This is an optimization exercise on Yosys and OpenROAD, whose aim is small area, a short achievable clock period and few clock cycles, not a production implementation.
Only simulation tests tie the RTL to the original design; equivalence was not proved.

### flow/run.sh
#!/bin/bash
# synth_recipe.tcl (not shown) runs the flow's synth.tcl, then flattens the netlist and writes it again
# the make line also repeats each setting of config.mk as NAME=value (left out here)
make -C /OpenROAD-flow-scripts/flow DESIGN_CONFIG=/design/flow/config.mk WORK_HOME=/design/flow/orfs CLKGATE_MAP_FILE= SYNTH_SCRIPT=/design/flow/synth_recipe.tcl finish
### flow/config.mk
export PLATFORM = sky130hd
export DESIGN_NAME = snake_field_unit
export DESIGN_NICKNAME = snake_field_unit
export VERILOG_FILES = /design/flow/design.v
export SDC_FILE = /design/flow/constraint.sdc
export NUM_CORES = 4
export LEC_CHECK = 0
export CAP_MARGIN = 35
export CELL_PAD_IN_SITES_DETAIL_PLACEMENT = 1
export CELL_PAD_IN_SITES_GLOBAL_PLACEMENT = 2
export CORE_MARGIN = 2
export CORE_UTILIZATION = 22
export PLACE_DENSITY = 0.5
export SETUP_SLACK_MARGIN = 1.5
export SLEW_MARGIN = 35
export TNS_END_PERCENT = 0
### flow/constraint.sdc
create_clock -name core_clock -period 5.0 [get_ports {clk}]
set_input_delay 1.0000 -clock core_clock [delete_from_list [all_inputs] [get_ports {clk}]]
set_output_delay 1.0000 -clock core_clock [all_outputs]
set_load 0.01 [all_outputs]
### flow/design.v
module snake_field_unit (
    input  wire         clk,
    input  wire         rst,
    input  wire         in_valid,
    output wire         in_ready,
    input  wire [3:0]   op,
    input  wire [232:0] a,
    input  wire [232:0] b,
    input  wire [7:0]   imm,
    output reg          out_valid,
    output wire [232:0] out_data,
    output reg          out_err,
    output reg          out_z
);
    localparam M  = 233;
    localparam D  = 40;                  
    localparam NC = (M + D - 1) / D;     
    localparam L  = NC * D;              
    localparam CW = 3;                   
    localparam H  = D / 2;               
    localparam G  = (H + 1) / 2;         
    localparam DX = 9 * G;               
    localparam [3:0] OP_ZERO   = 4'h1;
    localparam [3:0] OP_COPY   = 4'h2;
    localparam [3:0] OP_ISZERO = 4'h3;
    localparam [3:0] OP_ADD    = 4'h4;
    localparam [3:0] OP_MULX   = 4'h5;
    localparam [3:0] OP_MUL    = 4'h6;
    localparam [3:0] OP_SQR    = 4'h7;
    localparam [3:0] OP_ITPOW  = 4'h8;
    localparam [3:0] OP_INV    = 4'h9;
    localparam [1:0] S_IDLE = 2'd0;
    localparam [1:0] S_SQ   = 2'd1;
    localparam [1:0] S_MUL  = 2'd2;
    reg [1:0]    state;
    reg          idle;        
    reg          inv_mode;    
    reg          by_a0;       
    reg          sq_first;    
    reg [3:0]    step;        
    reg [7:0]    rem;         
    reg [3:0]    tap;         
    reg [CW-1:0] cnt;         
    reg [L-1:0]  a0;          
    reg [L-1:0]  beta;        
    reg [DX-1:0] dx;          
    reg [M-1:0]  sq;          
    reg [M-1:0]  acc;         
    assign in_ready = idle;
    assign out_data = acc;
    wire accept = in_valid && idle;
    reg [7:0] nxt_nsq;        
    always @* begin
        case (step)
            4'd0:    nxt_nsq = 8'd1;
            4'd1:    nxt_nsq = 8'd3;
            4'd2:    nxt_nsq = 8'd1;
            4'd3:    nxt_nsq = 8'd7;
            4'd4:    nxt_nsq = 8'd14;
            4'd5:    nxt_nsq = 8'd1;
            4'd6:    nxt_nsq = 8'd29;
            4'd7:    nxt_nsq = 8'd58;
            4'd8:    nxt_nsq = 8'd116;
            default: nxt_nsq = 8'd1;
        endcase
    end
    wire step_by_a0 = (step == 4'd0) || (step == 4'd1) || (step == 4'd3) ||
                      (step == 4'd6);
    function [3:0] fpick;
        input [7:0] n;
        begin
            if (n[7:3] != 5'd0)  fpick = 4'b1000;
            else if (n[2])       fpick = 4'b0100;
            else if (n[1])       fpick = 4'b0010;
            else                 fpick = 4'b0001;
        end
    endfunction
    function [M-1:0] fsq;
        input [M-1:0] v;
        reg [2*M-2:0] w;
        integer i;
        begin
            w = {(2*M-1){1'b0}};
            for (i = 0; i < M; i = i + 1)
                w[2*i] = v[i];
            for (i = 2*M-2; i >= M; i = i - 1) begin
                w[i-M]    = w[i-M] ^ w[i];
                w[i-M+74] = w[i-M+74] ^ w[i];
            end
            fsq = w[M-1:0];
        end
    endfunction
    function [M-1:0] fmulx;
        input [M-1:0] v;
        begin
            fmulx = {v[M-2:0], 1'b0};
            fmulx[0]  = v[M-1];
            fmulx[74] = v[73] ^ v[M-1];
        end
    endfunction
    wire [M-1:0] s1 = fsq(acc);
    wire [M-1:0] s2 = fsq(s1);
    wire [M-1:0] s3 = fsq(s2);
    wire [M-1:0] s4 = fsq(s3);
    wire [M-1:0] s5 = fsq(s4);
    wire [M-1:0] s6 = fsq(s5);
    wire [M-1:0] s7 = fsq(s6);
    wire [M-1:0] s8 = fsq(s7);
    wire [M-1:0] sq_next = ({M{tap[3]}} & s8) | ({M{tap[2]}} & s4) |
                           ({M{tap[1]}} & s2) | ({M{tap[0]}} & s1);
    wire sq_last = (rem == 8'd0);
    wire to_mul  = sq_last && inv_mode && (step != 4'd10);
    function [DX-1:0] fdexp;
        input [D-1:0] d;
        reg [H-1:0]   y;
        reg [2*G-1:0] yp;
        integer k;
        begin
            for (k = 0; k < 3; k = k + 1) begin
                y  = (k == 0) ? d[H-1:0] : (k == 1) ? d[D-1:H] : (d[H-1:0] ^ d[D-1:H]);
                yp = {{(2*G-H){1'b0}}, y};
                fdexp[(3*k)*G   +: G] = yp[G-1:0];
                fdexp[(3*k+1)*G +: G] = yp[2*G-1:G];
                fdexp[(3*k+2)*G +: G] = yp[G-1:0] ^ yp[2*G-1:G];
            end
        end
    endfunction
    localparam F = (G + 1) / 2;
    function [2*F-2:0] fclmul_f;
        input [F-1:0] x;
        input [F-1:0] y;
        integer i;
        begin
            fclmul_f = {(2*F-1){1'b0}};
            for (i = 0; i < F; i = i + 1)
                if (y[i]) fclmul_f = fclmul_f ^ ({{(F-1){1'b0}}, x} << i);
        end
    endfunction
    function [2*G-2:0] fclmul_g;
        input [G-1:0] x;
        input [G-1:0] y;
        reg [2*F-1:0] xp, yp;
        reg [2*F-2:0] ll, hh, mm;
        reg [4*F-2:0] r;
        begin
            xp = {{(2*F-G){1'b0}}, x};
            yp = {{(2*F-G){1'b0}}, y};
            ll = fclmul_f(xp[F-1:0], yp[F-1:0]);
            hh = fclmul_f(xp[2*F-1:F], yp[2*F-1:F]);
            mm = fclmul_f(xp[F-1:0] ^ xp[2*F-1:F], yp[F-1:0] ^ yp[2*F-1:F]);
            r = {{(2*F){1'b0}}, ll} ^ ({{(2*F){1'b0}}, mm ^ ll ^ hh} << F)
                ^ ({{(2*F){1'b0}}, hh} << (2*F));
            fclmul_g = r[2*G-2:0];
        end
    endfunction
    function [2*H-2:0] fclmul;
        input [H-1:0]   x;
        input [3*G-1:0] ye;
        reg [2*G-1:0] xp;
        reg [2*G-2:0] ll, hh, mm;
        reg [4*G-2:0] r;
        begin
            xp = {{(2*G-H){1'b0}}, x};
            ll = fclmul_g(xp[G-1:0], ye[G-1:0]);
            hh = fclmul_g(xp[2*G-1:G], ye[2*G-1:G]);
            mm = fclmul_g(xp[G-1:0] ^ xp[2*G-1:G], ye[3*G-1:2*G]);
            r = {{(2*G){1'b0}}, ll} ^ ({{(2*G){1'b0}}, mm ^ ll ^ hh} << G)
                ^ ({{(2*G){1'b0}}, hh} << (2*G));
            fclmul = r[2*H-2:0];
        end
    endfunction
    wire [L-1:0] sq_pad = {{(L-M){1'b0}}, sq};
    reg [M+D-1:0] t;
    reg [M-1:0]   acc_next;
    reg [2*H-2:0] kl, kh, km;
    reg [L+D-1:0] kp;
    integer j;
    always @* begin
        kp = {(L+D){1'b0}};
        for (j = 0; j < NC; j = j + 1) begin
            kl = fclmul(sq_pad[j*D +: H], dx[0 +: 3*G]);
            kh = fclmul(sq_pad[j*D+H +: H], dx[3*G +: 3*G]);
            km = fclmul(sq_pad[j*D +: H] ^ sq_pad[j*D+H +: H], dx[6*G +: 3*G]);
            kp = kp ^ ({{(L+D-2*H+1){1'b0}}, kl} << (j*D))
                    ^ ({{(L+D-2*H+1){1'b0}}, km ^ kl ^ kh} << (j*D+H))
                    ^ ({{(L+D-2*H+1){1'b0}}, kh} << (j*D+2*H));
        end
        t = {acc, {D{1'b0}}} ^ kp[M+D-1:0];
        acc_next = t[M-1:0] ^ {{(M-D){1'b0}}, t[M+D-1:M]}
                            ^ ({{(M-D){1'b0}}, t[M+D-1:M]} << 74);
    end
    reg [M-1:0] in_res;
    always @* begin
        case (op)
            OP_COPY, OP_SQR, OP_ITPOW, OP_INV: in_res = a;
            OP_ADD:  in_res = a ^ b;
            OP_MULX: in_res = fmulx(a);
            default: in_res = {M{1'b0}};
        endcase
    end
    wire a_zero  = (a == {M{1'b0}});
    wire illegal = (op == 4'h0) || (op > OP_INV);
    wire [L-1:0] a_pad = {{(L-M){1'b0}}, a};
    wire [L-1:0] b_pad = {{(L-M){1'b0}}, b};
    wire [L-1:0] acc_pad = {{(L-M){1'b0}}, acc};
    always @(posedge clk) begin
        case (state)
            S_IDLE: begin
                acc  <= in_res;
                sq   <= a;
                a0   <= a_pad;
                beta <= b_pad;
                dx   <= fdexp(b_pad[L-1:L-D]);
                out_z   <= (op == OP_ISZERO) && a_zero;
                out_err <= illegal || ((op == OP_INV) && a_zero);
            end
            S_SQ: begin
                if (sq_first)
                    beta <= acc_pad;
                if (to_mul) begin
                    sq  <= sq_next;
                    acc <= {M{1'b0}};
                end else begin
                    acc <= sq_next;
                end
                dx <= fdexp(step_by_a0 ? a0[L-1:L-D] :
                            sq_first   ? acc_pad[L-1:L-D] : beta[L-1:L-D]);
            end
            default: begin
                acc  <= acc_next;
                a0   <= {a0[L-D-1:0], a0[L-1:L-D]};
                beta <= {beta[L-D-1:0], beta[L-1:L-D]};
                dx   <= fdexp(by_a0 ? a0[L-D-1:L-2*D] : beta[L-D-1:L-2*D]);
            end
        endcase
        if (rst) begin
            state     <= S_IDLE;
            idle      <= 1'b1;
            inv_mode  <= 1'b0;
            by_a0     <= 1'b0;
            sq_first  <= 1'b0;
            step      <= 4'd0;
            rem       <= 8'd0;
            tap       <= 4'b0001;
            cnt       <= 0;
            out_valid <= 1'b0;
        end else begin
            out_valid <= 1'b0;
            case (state)
                S_IDLE: begin
                    inv_mode <= 1'b0;
                    step     <= 4'd0;
                    by_a0    <= 1'b0;
                    sq_first <= 1'b1;
                    cnt      <= NC - 1;
                    rem      <= 8'd0;
                    tap      <= 4'b0001;
                    if (accept) begin
                        case (op)
                            OP_MUL: begin
                                state <= S_MUL;
                                idle  <= 1'b0;
                            end
                            OP_SQR: begin
                                state <= S_SQ;
                                idle  <= 1'b0;
                            end
                            OP_ITPOW: begin
                                tap <= fpick(imm);
                                rem <= imm - {4'd0, fpick(imm)};
                                if (imm == 8'd0) begin
                                    out_valid <= 1'b1;
                                end else begin
                                    state <= S_SQ;
                                    idle  <= 1'b0;
                                end
                            end
                            OP_INV: begin
                                inv_mode <= 1'b1;
                                state    <= S_SQ;
                                idle     <= 1'b0;
                            end
                            default: begin
                                out_valid <= 1'b1;
                            end
                        endcase
                    end
                end
                S_SQ: begin
                    sq_first <= 1'b0;
                    tap      <= fpick(rem);
                    rem      <= rem - {4'd0, fpick(rem)};
                    if (sq_last) begin
                        if (to_mul) begin
                            by_a0 <= step_by_a0;
                            cnt   <= NC - 1;
                            state <= S_MUL;
                        end else begin
                            out_valid <= 1'b1;
                            state     <= S_IDLE;
                            idle      <= 1'b1;
                        end
                    end
                end
                default: begin
                    cnt <= cnt - 1'b1;
                    if (cnt == 0) begin
                        if (inv_mode) begin
                            step     <= step + 4'd1;
                            sq_first <= 1'b1;
                            tap      <= fpick(nxt_nsq);
                            rem      <= nxt_nsq - {4'd0, fpick(nxt_nsq)};
                            state    <= S_SQ;
                        end else begin
                            out_valid <= 1'b1;
                            state     <= S_IDLE;
                            idle      <= 1'b1;
                        end
                    end
                end
            endcase
        end
    end
endmodule
==> impl_metrics.py <==
metrics = {
    "global_routing": {
        "grt-ovfl-total": 0,
        "grt_max_degree": 141,
        "grt_pass1_vias": 158027,
        "grt_antenna_before_repair": 373,
        "grt_pass1_wl_mm": 2030,
        "grt_use_total": 0.476,
    },
    "timing": {
        "relSlewSlack": 0.167,
        "rsz0062_at_grt": "yes",
        "worst_pin_slew_ps": 1240,
        "period_share": 0.851,
        "hold_viol_final": 0,
        "clock_skew_ps": 114,
        "min_period_ps": 4250,
        "max_freq_mhz": 235,
        "hold-worst-slack_ps": 463,
        "finalMaxSlewViolations": 0,
        "fin_tns_setup_ps": 0,
        "timing.final.ws_setup_ps": 746,
        "setup_viol": 0,
    },
    "cells_and_area": {
        "fin_nets": 22205,
        "final_area_um2": 211000,
        "layout-drive-gt1-share": 0.250,
        "fin_cells": 31280,
        "final_core_util": 0.316,
        "syn_to_final_growth_pct": 43.2,
    },
    "die": {
        "design.core.area_um2": 667000,
        "rows": 300,
        "num_io_pins": 718,
        "die_x_um": 822,
        "die_y_um": 822,
        "start_util": 0.221,
        "die_area_um2": 675000,
    },
    "clocking": {
        "postCtsHoldBufs": 0,
        "clk_latency_ps": 1020,
        "cts_made_buffers": 162,
        "cts_max_level": 4,
        "cts_buffer_depth": 4,
        "tritoncts": "done",
        "clk_pin_slew_ps": 70,
        "cts-root-buf": "clkbuf_16",
        "cts_sinks": 1071,
    },
    "logic_synthesis": {
        "syn_inst": 18092,
        "synth_edf_count": 715,
        "synth_ff_type": "edfxtp_1",
        "ys_seq_area_frac": 0.194,
        "muxShareOfSynthArea": 0.0246,
        "synth_compound_area_frac": 0.0970,
        "synth_async_sr_flop_share": 0,
        "synth-seq-cells": 1071,
        "synthesis.area_um2": 147000,
        "synth_nets": 18595,
        "synthAdderAreaFrac": 0.00202,
        "synth_top_family_by_area": "XOR/XNOR gates",
        "synthSimpleGateAreaFrac": 0.171,
        "ys_types": 68,
        "syn_avg_cell_area_um2": 8.13,
        "synth_xor_area_frac": 0.472,
        "ys_warn_count": 1,
    },
    "status": {
        "outcome": "no timing/DRC/antenna violations",
    },
    "routing": {
        "wl_per_cell_um": 53.5,
        "via_count": 172875,
        "wirelength_mm": 1670,
        "avgViaCountPerCell": 5.53,
        "drc": 0,
        "drtIter0Drc": 28061,
        "dr.pass1.iters": 7,
        "postRouteAntennaNets": 0,
    },
    "critical_path": {
        "r2r_start": "acc[174]",
        "cpMostUsedCell": "buf_4",
        "worstSetupStartpoint": "acc[174]",
        "cp_max_fo": 6,
        "endpoint_kind": "flip-flop",
        "crit_type": "reg2reg",
        "critPathRequiredTime_ps": 5790,
        "arrival_ps": 5040,
        "slowest_delay_ps": 430,
        "crit_chain": "buf_12 > xor2_1 > buf_6 > xnor2_2 > xnor2_1 > buf_4 > xnor2_4 > xnor2_1 > xnor2_1 > buf_4 > xor2_1 > buf_4 > a221oi_2 > buf_4 > o21ai_0 > buf_4",
        "slowest_stage": "o21ai_0",
        "cp-start-kind": "flip-flop",
    },
    "placement": {
        "gp_congestion": 1.13,
        "dp_hpwl_mm": 1410,
        "pre_cts_slack_ps": -234,
        "io_buffers": 717,
        "dp_cells": 30032,
        "placed_cell_area_um2": 194000,
    },
    "flow_run": {
        "maxCapViolations": 0,
    },
    "hold_path": {
        "hold_path_startpoint": "cnt[0]",
        "hp-class": "reg2reg",
    },
}
synth_stat cells (all sizes together) (5+ instances only):
master	number	area share
a21oi	277	0.0094
nand3b	10	0.00051
a22oi	130	0.0066
xnor2	3949	0.24
o21ai	1017	0.035
clkbuf	962	0.025
a2111oi	5	0.00031
nand3	16	0.00054
o211ai	17	0.00087
xor2	1636	0.098
xor3	57	0.0092
and2	21	0.00089
o221ai	138	0.0082
buf	433	0.014
ha	19	0.0016
a31oi	10	0.00043
nor3b	12	0.00061
nand4	14	0.00060
dfxtp	356	0.048
a221oi	290	0.017
o22a	43	0.0026
mux2i	296	0.020
xnor3	839	0.13
mux2	58	0.0044
a222oi	63	0.0043
nand2b	31	0.0013
nand2	4565	0.12
a21o	18	0.00092
a211oi	40	0.0020
o221a	7	0.00054
o21a	12	0.00061
nor3	46	0.0016
nor2	1585	0.040
inv	50	0.0013
edfxtp	715	0.15
o22ai	104	0.0044
nor4	63	0.0027
a21boi	58	0.0030
nor2b	90	0.0038
cell type report:
| class | count | area [um2] |
|---|---|---|
| inverters | 51 | 220 |
| clock buffers | 206 | 4340 |
| well taps | 8909 | 11100 |
| diodes | 536 | 1340 |
| multi-input cells | 15575 | 119000 |
| repair buffers | 4841 | 44500 |
| clock inverters | 91 | 1090 |
| fillers | 77709 | 456000 |
| flip-flops and latches | 1071 | 29000 |
layer usage:
layer | up-vias | GRT usage | share of wire
li1 | 66934 | - | -
met5 | - | 0 | 0.00045
met2 | 12418 | 0.672 | 0.40
met4 | 114 | 0.406 | 0.10
met3 | 3107 | 0.145 | 0.10
met1 | 90302 | 0.588 | 0.39
worst paths after layout:
path             to  slack [ps]  cells past startpoint
min reg2reg  cnt[0]         460                      1
max reg2reg  sq[75]         750                     16
min          cnt[0]         460                      1
max          sq[75]         750                     16
flip-flops by register name, summed over array words and instances (netlist names):
name       count
nxt_nsq        7
state          2
dx            90
step           4
out_valid      1
sq_first       1
idle           1
by_a0          1
sq           233
out_err        1
cnt            3
beta         240
tap            4
out_z          1
rem            8
a0           240
inv_mode       1
acc          233
worst max-delay path, delay by kind of cell, from the launching register on:
family | cells | cell delay [ps]
AOI/OAI and AO/OA | 2 | 520
DFF | 1 | 360
buffers and inverters | 7 | 1510
xor gates and xnor gates | 7 | 1580
what timing repair did:
item / in CTS / in global routing
cloned: 8 / 0
gates resized for setup: 748 / 89
pin swaps: 120 / 26
buffers inserted: 382 / 23
endpoints found under the setup margin: 688 / 705
logic make-up after synthesis:
kind of cell,after synthesis
AO/OA/AOI/OAI,2245
multiplexers,354
XOR/XNOR,6481
adder cells (fa/ha/maj),22
flip-flops,1071
buffers and inverters,1446
AND/OR/NAND/NOR,6473
placed cells by master (no fill, tap or decap), types with 464 or more instances in the layout:
master | Yosys | final
buf_12 | 0 | 464
buf_4 | 16 | 3574
clkdlybuf4s50_1 | 0 | 714
diode_2 | 0 | 536
edfxtp_1 | 715 | 715
nand2_1 | 4564 | 4552
nor2_1 | 1584 | 1575
o21ai_0 | 1012 | 895
xnor2_1 | 3937 | 3506
xnor3_1 | 837 | 764
xor2_1 | 1616 | 1481
Testbench counts, summed over its fixed seeds: cycles 12,308.

re-timing with driven ports:
Ports are ideal in the flow. The routed layout listed here was re-timed in OpenROAD.
Step 1 assumes that a clkbuf_16 drives the clock port and a buf_2 every other input.
Step 2 moves the port delays by t, midway between the first and last clock arrival at a register: inputs arrive t later, outputs are due t later. That takes back most of the time a late clock gives input paths.
Three values: ideal, step 1, step 2; two values: the first two.
shift t [ns]: 1.111
slack for setup (ns): 0.746 / 0.746 / 0.169
worst hold slack (ns): 0.463 / 0.463 / 0.463
After both steps this run still meets setup and hold. The setup slack of this run moves by 0.000 ns with the drivers and by -0.577 ns with both steps.
